Source: an optimization exercise on an open RTL-to-GDS flow (aim: small area, a short achievable clock period and few clock cycles). Production flows keep margins and buffers that such runs may drop.
Function was checked by simulation only, so behaviour that the tests miss may differ from the original.
No activity file was given, so power comes from the tool's default toggle rates.

$ cat design/flow/design.v
module eddy_rx (
    input  wire         clk,
    input  wire         rst,             
    input  wire         start,
    input  wire [4:0]   in_len,
    input  wire [247:0] in_buf,          
    output wire         busy,
    output reg          done,
    output reg          err,
    output reg  [2:0]   err_code,
    output reg  [4:0]   pos,
    output reg          flags_valid,
    output reg  [7:0]   flags,
    output reg  [15:0]  svc_uuid,
    output reg  [15:0]  svc_data_type,
    output reg  [7:0]   frame_type,
    output reg  [1:0]   kind,
    output reg  [7:0]   txpower,
    output reg  [79:0]  namespace_id,    
    output reg  [47:0]  instance_id,
    output reg          rsvd_present,
    output reg  [15:0]  rsvd,
    output reg  [863:0] url,             
    output reg  [6:0]   url_len,
    output reg  [7:0]   version,
    output reg  [15:0]  vbatt,
    output reg  [7:0]   temp_int,
    output reg  [7:0]   temp_frac,
    output reg  [31:0]  adv_count,
    output reg  [31:0]  time_cnt
);
    localparam [2:0] E_INVALID_ARG  = 3'd1,
                     E_NOT_BEACON   = 3'd2,
                     E_BOUNDS       = 3'd3,
                     E_LENGTH       = 3'd4,
                     E_SCHEME       = 3'd5,
                     E_FRAME_TYPE   = 3'd6;
    localparam [1:0] K_UID = 2'd1, K_URL = 2'd2, K_TLM = 2'd3;
    localparam [3:0] S_IDLE  = 4'd0,
                     S_CHECK = 4'd1,
                     S_LEN   = 4'd2,
                     S_TYPE  = 4'd3,
                     S_FLAGS = 4'd4,
                     S_U0    = 4'd5,
                     S_U1    = 4'd6,
                     S_SD0   = 4'd7,
                     S_SD1   = 4'd8,
                     S_SD2   = 4'd9,
                     S_PAY   = 4'd10,
                     S_PFX   = 4'd11,
                     S_BODY  = 4'd12,
                     S_SFX   = 4'd13;
    reg [3:0] state;
    reg [4:0] p;           
    reg [7:0] ad_len;      
    reg [7:0] lo;          
    reg [4:0] k;           
    reg [4:0] m;           
    reg [3:0] j;           
    reg [3:0] sym;         
    reg [4:0] idx;         
    assign busy = (state != S_IDLE);
    function [3:0] pfx_len(input [1:0] s);
        case (s)
            2'd0: pfx_len = 4'd11;
            2'd1: pfx_len = 4'd12;
            2'd2: pfx_len = 4'd7;
            default: pfx_len = 4'd8;
        endcase
    endfunction
    function [7:0] pfx_char(input [1:0] s, input [3:0] c);
        reg [95:0] str;
        begin
            case (s)
                2'd0: str = "http://www.";
                2'd1: str = "https://www.";
                2'd2: str = "http://";
                default: str = "https://";
            endcase
            pfx_char = str[8*(pfx_len(s) - 1 - c) +: 8];
        end
    endfunction
    function [3:0] sfx_len(input [3:0] code);
        case (code)
            4'd4:  sfx_len = 4'd6;
            4'd11: sfx_len = 4'd5;
            default: sfx_len = (code < 4'd7) ? 4'd5 : 4'd4;
        endcase
    endfunction
    function [7:0] sfx_char(input [3:0] code, input [3:0] c);
        reg [47:0] str;
        begin
            case ((code < 4'd7) ? code : code - 4'd7)
                4'd0: str = ".com/";
                4'd1: str = ".org/";
                4'd2: str = ".edu/";
                4'd3: str = ".net/";
                4'd4: str = ".info/";
                4'd5: str = ".biz/";
                default: str = ".gov/";
            endcase
            if (code < 4'd7)
                sfx_char = str[8*(sfx_len(code) - 1 - c) +: 8];
            else
                sfx_char = str[8*(sfx_len(code) - c) +: 8];
        end
    endfunction
    wire [7:0] rd = in_buf[8*idx +: 8];
    wire [8:0] n9       = {4'd0, in_len};
    wire [8:0] p9       = {4'd0, p};
    wire [8:0] next_p9  = p9 + 9'd1 + {1'b0, ad_len};
    wire [8:0] len_end  = p9 + 9'd1 + {1'b0, rd};    
    task clear_results;
        begin
            err           <= 1'b0;
            err_code      <= 3'd0;
            pos           <= 5'd0;
            flags_valid   <= 1'b0;
            flags         <= 8'd0;
            svc_uuid      <= 16'd0;
            svc_data_type <= 16'd0;
            frame_type    <= 8'd0;
            kind          <= 2'd0;
            txpower       <= 8'd0;
            namespace_id  <= 80'd0;
            instance_id   <= 48'd0;
            rsvd_present  <= 1'b0;
            rsvd          <= 16'd0;
            url           <= 864'd0;
            url_len       <= 7'd0;
            version       <= 8'd0;
            vbatt         <= 16'd0;
            temp_int      <= 8'd0;
            temp_frac     <= 8'd0;
            adv_count     <= 32'd0;
            time_cnt      <= 32'd0;
        end
    endtask
    task fail(input [2:0] code);
        begin
            clear_results;
            err      <= 1'b1;
            err_code <= code;
            done     <= 1'b1;
            state    <= S_IDLE;
        end
    endtask
    task put_char(input [7:0] c);
        begin
            url[8*url_len +: 8] <= c;
            url_len <= url_len + 7'd1;
        end
    endtask
    always @(posedge clk) begin
        if (rst) begin
            state  <= S_IDLE;
            done   <= 1'b0;
            p      <= 5'd0;
            ad_len <= 8'd0;
            lo     <= 8'd0;
            k      <= 5'd0;
            m      <= 5'd0;
            j      <= 4'd0;
            sym    <= 4'd0;
            idx    <= 5'd0;
            clear_results;
        end else begin
            done <= 1'b0;
            case (state)
                S_IDLE: begin
                    if (start) begin
                        clear_results;
                        p     <= 5'd0;
                        idx   <= 5'd0;
                        state <= S_CHECK;
                    end
                end
                S_CHECK: begin
                    if (in_len == 5'd0) fail(E_INVALID_ARG);
                    else state <= S_LEN;
                end
                S_LEN: begin
                    if (p >= in_len)              fail(E_NOT_BEACON);
                    else if (rd == 8'd0)          fail(E_NOT_BEACON);
                    else if (len_end > n9)        fail(E_BOUNDS);
                    else begin
                        ad_len <= rd;
                        idx    <= p + 5'd1;
                        state  <= S_TYPE;
                    end
                end
                S_TYPE: begin
                    idx <= p + 5'd2;
                    case (rd)
                        8'h01: begin
                            if (p9 + 9'd2 >= n9) fail(E_BOUNDS);
                            else state <= S_FLAGS;
                        end
                        8'h03: begin
                            if (p9 + 9'd3 >= n9) fail(E_BOUNDS);
                            else state <= S_U0;
                        end
                        8'h16: begin
                            if (p9 + 9'd4 >= n9) fail(E_BOUNDS);
                            else state <= S_SD0;
                        end
                        default: begin
                            p     <= next_p9[4:0];
                            idx   <= next_p9[4:0];
                            state <= S_LEN;
                        end
                    endcase
                end
                S_FLAGS: begin
                    flags       <= rd;
                    flags_valid <= 1'b1;
                    p           <= next_p9[4:0];
                    idx         <= next_p9[4:0];
                    state       <= S_LEN;
                end
                S_U0: begin
                    lo    <= rd;
                    idx   <= p + 5'd3;
                    state <= S_U1;
                end
                S_U1: begin
                    if ({rd, lo} != 16'hFEAA) fail(E_NOT_BEACON);
                    else begin
                        svc_uuid <= {rd, lo};
                        p        <= next_p9[4:0];
                        idx      <= next_p9[4:0];
                        state    <= S_LEN;
                    end
                end
                S_SD0: begin
                    lo    <= rd;
                    idx   <= p + 5'd3;
                    state <= S_SD1;
                end
                S_SD1: begin
                    if ({rd, lo} != 16'hFEAA) fail(E_NOT_BEACON);
                    else begin
                        idx   <= p + 5'd4;
                        state <= S_SD2;
                    end
                end
                S_SD2: begin
                    if (rd != 8'h00 && rd != 8'h10 && rd != 8'h20)
                        fail(E_FRAME_TYPE);
                    else begin
                        svc_data_type <= 16'hFEAA;
                        frame_type    <= rd;
                        pos           <= p + 5'd5;
                        p             <= p + 5'd5;
                        idx           <= p + 5'd5;
                        m             <= in_len - (p + 5'd5);
                        k             <= 5'd0;
                        state         <= S_PAY;
                        case (rd)
                            8'h00: if ((in_len - (p + 5'd5)) != 5'd17 &&
                                       (in_len - (p + 5'd5)) != 5'd19)
                                       fail(E_LENGTH);
                            8'h10: if ((in_len - (p + 5'd5)) < 5'd2 ||
                                       (in_len - (p + 5'd5)) > 5'd18)
                                       fail(E_LENGTH);
                            default: if ((in_len - (p + 5'd5)) < 5'd13 ||
                                         (in_len - (p + 5'd5)) > 5'd14)
                                       fail(E_LENGTH);
                        endcase
                    end
                end
                S_PAY: begin
                    idx <= p + k + 5'd1;
                    k   <= k + 5'd1;
                    case (frame_type)
                        8'h00: begin
                            if (k == 5'd0) begin
                                kind    <= K_UID;
                                txpower <= rd;
                            end else if (k <= 5'd10)
                                namespace_id[8*(k-5'd1) +: 8] <= rd;
                            else if (k <= 5'd16)
                                instance_id[8*(k-5'd11) +: 8] <= rd;
                            else begin
                                rsvd_present <= 1'b1;
                                rsvd[8*(k-5'd17) +: 8] <= rd;
                            end
                            if (k == m - 5'd1) begin
                                done  <= 1'b1;
                                state <= S_IDLE;
                            end
                        end
                        8'h20: begin
                            case (k)
                                5'd0: begin kind <= K_TLM; version <= rd; end
                                5'd1: vbatt[15:8]      <= rd;
                                5'd2: vbatt[7:0]       <= rd;
                                5'd3: temp_int         <= rd;
                                5'd4: temp_frac        <= rd;
                                5'd5: adv_count[31:24] <= rd;
                                5'd6: adv_count[23:16] <= rd;
                                5'd7: adv_count[15:8]  <= rd;
                                5'd8: adv_count[7:0]   <= rd;
                                5'd9:  time_cnt[31:24] <= rd;
                                5'd10: time_cnt[23:16] <= rd;
                                5'd11: time_cnt[15:8]  <= rd;
                                default: time_cnt[7:0] <= rd;
                            endcase
                            if (k == 5'd12) begin
                                done  <= 1'b1;
                                state <= S_IDLE;
                            end
                        end
                        default: begin  
                            if (k == 5'd0) begin
                                txpower <= rd;
                            end else begin
                                if (rd > 8'd3) fail(E_SCHEME);
                                else begin
                                    kind  <= K_URL;
                                    sym   <= {2'b00, rd[1:0]};
                                    j     <= 4'd0;
                                    state <= S_PFX;
                                end
                            end
                        end
                    endcase
                end
                S_PFX: begin
                    put_char(pfx_char(sym[1:0], j));
                    j <= j + 4'd1;
                    if (j == pfx_len(sym[1:0]) - 4'd1) begin
                        if (k == m) begin
                            done  <= 1'b1;
                            state <= S_IDLE;
                        end else
                            state <= S_BODY;
                    end
                end
                S_BODY: begin
                    if (rd >= 8'd14) begin
                        put_char(rd);
                        idx <= p + k + 5'd1;
                        k   <= k + 5'd1;
                        if (k == m - 5'd1) begin
                            done  <= 1'b1;
                            state <= S_IDLE;
                        end
                    end else begin
                        sym   <= rd[3:0];
                        j     <= 4'd0;
                        state <= S_SFX;
                    end
                end
                S_SFX: begin
                    put_char(sfx_char(sym, j));
                    j <= j + 4'd1;
                    if (j == sfx_len(sym) - 4'd1) begin
                        idx <= p + k + 5'd1;
                        k   <= k + 5'd1;
                        if (k == m - 5'd1) begin
                            done  <= 1'b1;
                            state <= S_IDLE;
                        end else
                            state <= S_BODY;
                    end
                end
                default: state <= S_IDLE;
            endcase
        end
    end
endmodule
$ cat design/flow/run.sh
#!/bin/bash
# synth_recipe.tcl (not shown) runs the flow's synth.tcl, then flattens the netlist and writes it again
# the make line also repeats each setting of config.mk as NAME=value (left out here)
make -C /OpenROAD-flow-scripts/flow DESIGN_CONFIG=/design/flow/config.mk WORK_HOME=/design/flow/orfs CLKGATE_MAP_FILE= SYNTH_SCRIPT=/design/flow/synth_recipe.tcl finish
$ cat design/flow/config.mk
export PLATFORM = sky130hd
export DESIGN_NAME = eddy_rx
export DESIGN_NICKNAME = eddy_rx
export VERILOG_FILES = /design/flow/design.v
export SDC_FILE = /design/flow/constraint.sdc
export NUM_CORES = 4
export LEC_CHECK = 0
export CAP_MARGIN = 20
export CORE_MARGIN = 2
export CORE_UTILIZATION = 30
export SLEW_MARGIN = 20
$ cat design/flow/constraint.sdc
create_clock -name core_clock -period 10.0 [get_ports {clk}]
set_input_delay 2.0000 -clock core_clock [delete_from_list [all_inputs] [get_ports {clk}]]
set_output_delay 2.0000 -clock core_clock [all_outputs]
set_load 0.01 [all_outputs]
==> notes.md <==
## cell type report
class	instances	area share
clock inverters	46	0.00975
clock buffers	189	0.0555
inverters	248	0.0132
diodes	1	0.0000354
repair buffers	1533	0.214
multi-input cells	3166	0.323
well taps	2189	0.0388
flip-flops and latches	1219	0.345
## worst paths after layout
check	start	endpoint	slack [ns]	depth (start not counted)
hold reg to reg	adv_count[1]	adv_count[1]	0.45	2
setup reg to reg	idx[0]	url[261]	2.51	24
hold / removal	adv_count[1]	adv_count[1]	0.45	2
setup / recovery	in_buf[104]	url[261]	2.28	24
## cell usage in the layout, fill, tap and decap left out, types with 197 or more instances in the layout
master           netlist  final
inv_1                243    242
dfxtp_1             1219   1217
o21ai_0              210    209
a21oi_1              234    233
clkdlybuf4s50_1        0   1439
mux2i_1              197    197
nand2_1              352    350
a32o_1               217    217
nor2_1               343    338
a22o_1               531    531
## kinds of logic after synthesis
family	count (synthesis)	share of synthesized area
simple gates	1128	0.106
fa+ha+maj	104	0.0272
compound gates	1613	0.252
xor+xnor	67	0.0121
other cells	1	0.0000758
buf+inv	605	0.0489
flops	1219	0.493
mux	249	0.0601
## sequential cells by signal, indices dropped and copies added, names as in the netlist, 16 cells and up
name and flops:
svc_uuid 16, vbatt 16, namespace_id 80, rsvd 16, url 864, instance_id 48
adv_count 32, time_cnt 32
## tightest hold or removal path, cell delays in order, from the launching register on
cell and delay (ns):
dfxtp_1 0.30, nand2_1 0.05, mux2i_1 0.05
## per-layer routing
metal  global-route usage  share of wire  vias up  wire [um]
li1                     -              -    21279          -
met1                0.387           0.43    24272     110000
met2                0.436           0.43     2529     112000
met3               0.0975           0.11      402      27200
met4               0.0981          0.036        4       9330
met5                    0        0.00010        -         26
## stage by stage
step	total power [mW]	instance area, sq um	std cells
finish	14.2	70700	8591
global route	14.6	70700	8591
CTS	14.2	70700	8590
detailed placement	9.01	66100	8355
global placement	8.98	66100	8355
floorplan	7.45	49500	4990
## power by group
| part | switching (mW) | internal (mW) | total (mW) |
|---|---|---|---|
| clock | 2.17 | 3.04 | 5.22 |
| combinational | 2.91 | 1.05 | 3.96 |
| sequential | 0.100 | 4.90 | 5.00 |
| total | 5.19 | 8.99 | 14.2 |
==> impl_results.md <==
* Status: complete, no violations
* Crit path max fanout at 44
* Top cell family by delay on the critical path: compound AO/OA/AOI/OAI gates
* Rel. slew slack at 0.142
* CTS tree: built
* DR pass1 iterations at 6
* Hold buffer count at cts at 0
* # nets final at around 6700
* Warning count from the yosys run at 1
* Slew @ Worst Pin at 1.29 ns
* Final setup margin at between 2 and 2.5 ns
* Synth area leaders: dfxtp_1, a22o_1, a32o_1, mux2i_1, o32ai_1
* DRC violations left at 0
* DPL Wire Length at between 150000 and 200000 um
* Most frequent CP cell: a21oi_1
* Die Wd at 410 um
* Clock Skew at approximately 0.034 ns
* Top post-synthesis cells by count: dfxtp_1, a22o_1, nand2_1
* Share of layout cells above drive strength 1 at 0.0691
* Crit start category: input pin
* Final Hold Vio Count at 0
* Antenna violations before repair at 20
* EDFF count, synth at 0
* Grt total ovfl at 0
* # IOs at 1446
* WHS at between 0.4 and 0.5 ns
* Final cycle utilization of the critical path at 0.772
* Avg Inst Size Synth at approximately 9.9 sq um
* Number of global-route vias before repair at between 40000 and 50000
* Sequential fraction of the synthesis area at 0.493
* Drt first-iter violations at ~5200
* Largest net degree at the start of global routing at 170
* Clock transition at the registers of the reported paths at 0.06 ns
* Die area at ~170000 sq um
* Vias per cell at between 5 and 6
* RePlAce Congestion at between 0.9 and 1
* CP endpoint kind: register
* Final core occ at 0.430
* Postcts setup bufs at 0
* Dominant synthesized flop cell: dfxtp_1
* CTS sink count at 1219
* Die Y at around 400 um
* Critical-path top delay cell: buf_4
* Clock buffer depth at 3
* Lkg Pwr at roughly 25 nW
* Final setup viols at 0
* Syn Inst Count at about 5000
* Setup CP Type: in2reg
* MaxCap Viol Count at 0
* RSZ-0062 raised after global routing: no
* Most common cell in the synthesized netlist: dfxtp_1
* CP Buf/Inv Count at 5
* Peak supply drop at between 0.00015 and 0.0002 V
* Area of the core at 164000 sq um
* Min-delay worst type: reg2reg
* Crit path DAT at 8.37 ns
* Layout area overhead at 42.8%
* Root Driver: clkbuf_16
* Multi-input gate area at between 20000 and 25000 sq um
* Pins over their slew limit at 0
* Post-DR wirelength/cell at 30.0 um
* Register Area at 24400 sq um
* Vias at between 40000 and 50000
* Ys async rst share at 0
* Final WL at between 200000 and 300000 um
* Post-CTS resize count at 0
* H-tree levels at 4
* PortBufs at roughly 1400
* Synth top area share at 0.493
* Cell Area, Synth at around 50000 sq um
* Tot GR Track Use at 0.290
* Seq cells post-synth at 1219
* # fillers at approximately 16000
* First-pass GRT wire length at about 360000 um
* Final ANT Viol Nets at 0
* Pre-CTS WS at around 1.5 ns
* Worst path required time at between 10 and 15 ns
* CTS Buf Count at around 140
* CP Cell Sequence: clkdlybuf4s50_1 > mux4_2 > nor2b_1 > a211oi_1 > a211oi_4 > ha_1 > inv_1 > fa_1 > inv_1 > a21o_1 > a21oi_1 > xnor2_1 > ha_1 > mux2i_1 > a21oi_1 > nor4_1 > o2111ai_1 > buf_4 > and2_1 > nand3_1 > nor2_4 > buf_4 > a21oi_1 > a32o_1
* Synth area leader: dfxtp_1
* Fmax at roughly 0.13 GHz
* Setup_tns at 0 ns
* Clk Latency, worst-skew pair at roughly 0.77 ns
* CP peak stage delay at between 0.7 and 0.8 ns
* Min Tclk post-route at between 7 and 8 ns
* P per Cell Area at between 200 and 250 nW/um^2
* Site row count at around 150
* Initial Utilization at 0.301
* Cell variety after synth at 92
Testbench counts, summed over its fixed seeds: cycles 51,169.

## static timing again, ports no longer ideal
The results above use ideal ports. As a check the final layout listed here was re-extracted and re-timed, cells and wires unchanged.
Step 1 sets driving cells, clkbuf_16 on the clock port and buf_2 on the other inputs (assumed; they add their load-dependent delay and slew).
Step 2, shift: input delay + t, output delay - t, t = (earliest + latest rising clock arrival at the registers) / 2. This alone moves slack from input paths to output paths.
Three values: ideal ports, drivers, drivers and shift; two values: the first two.
t (ns): 0.849
setup WS [ns]: 2.285 / 2.343 / 1.494
latest minus earliest clock arrival (ns): 0.049 / 0.049
worst register clock-pin slew, ns: 0.07 / 0.07
After both steps setup and hold are still met in this run. For this run, drivers alone change the setup slack by +0.058 ns; drivers and shift together by -0.791 ns.
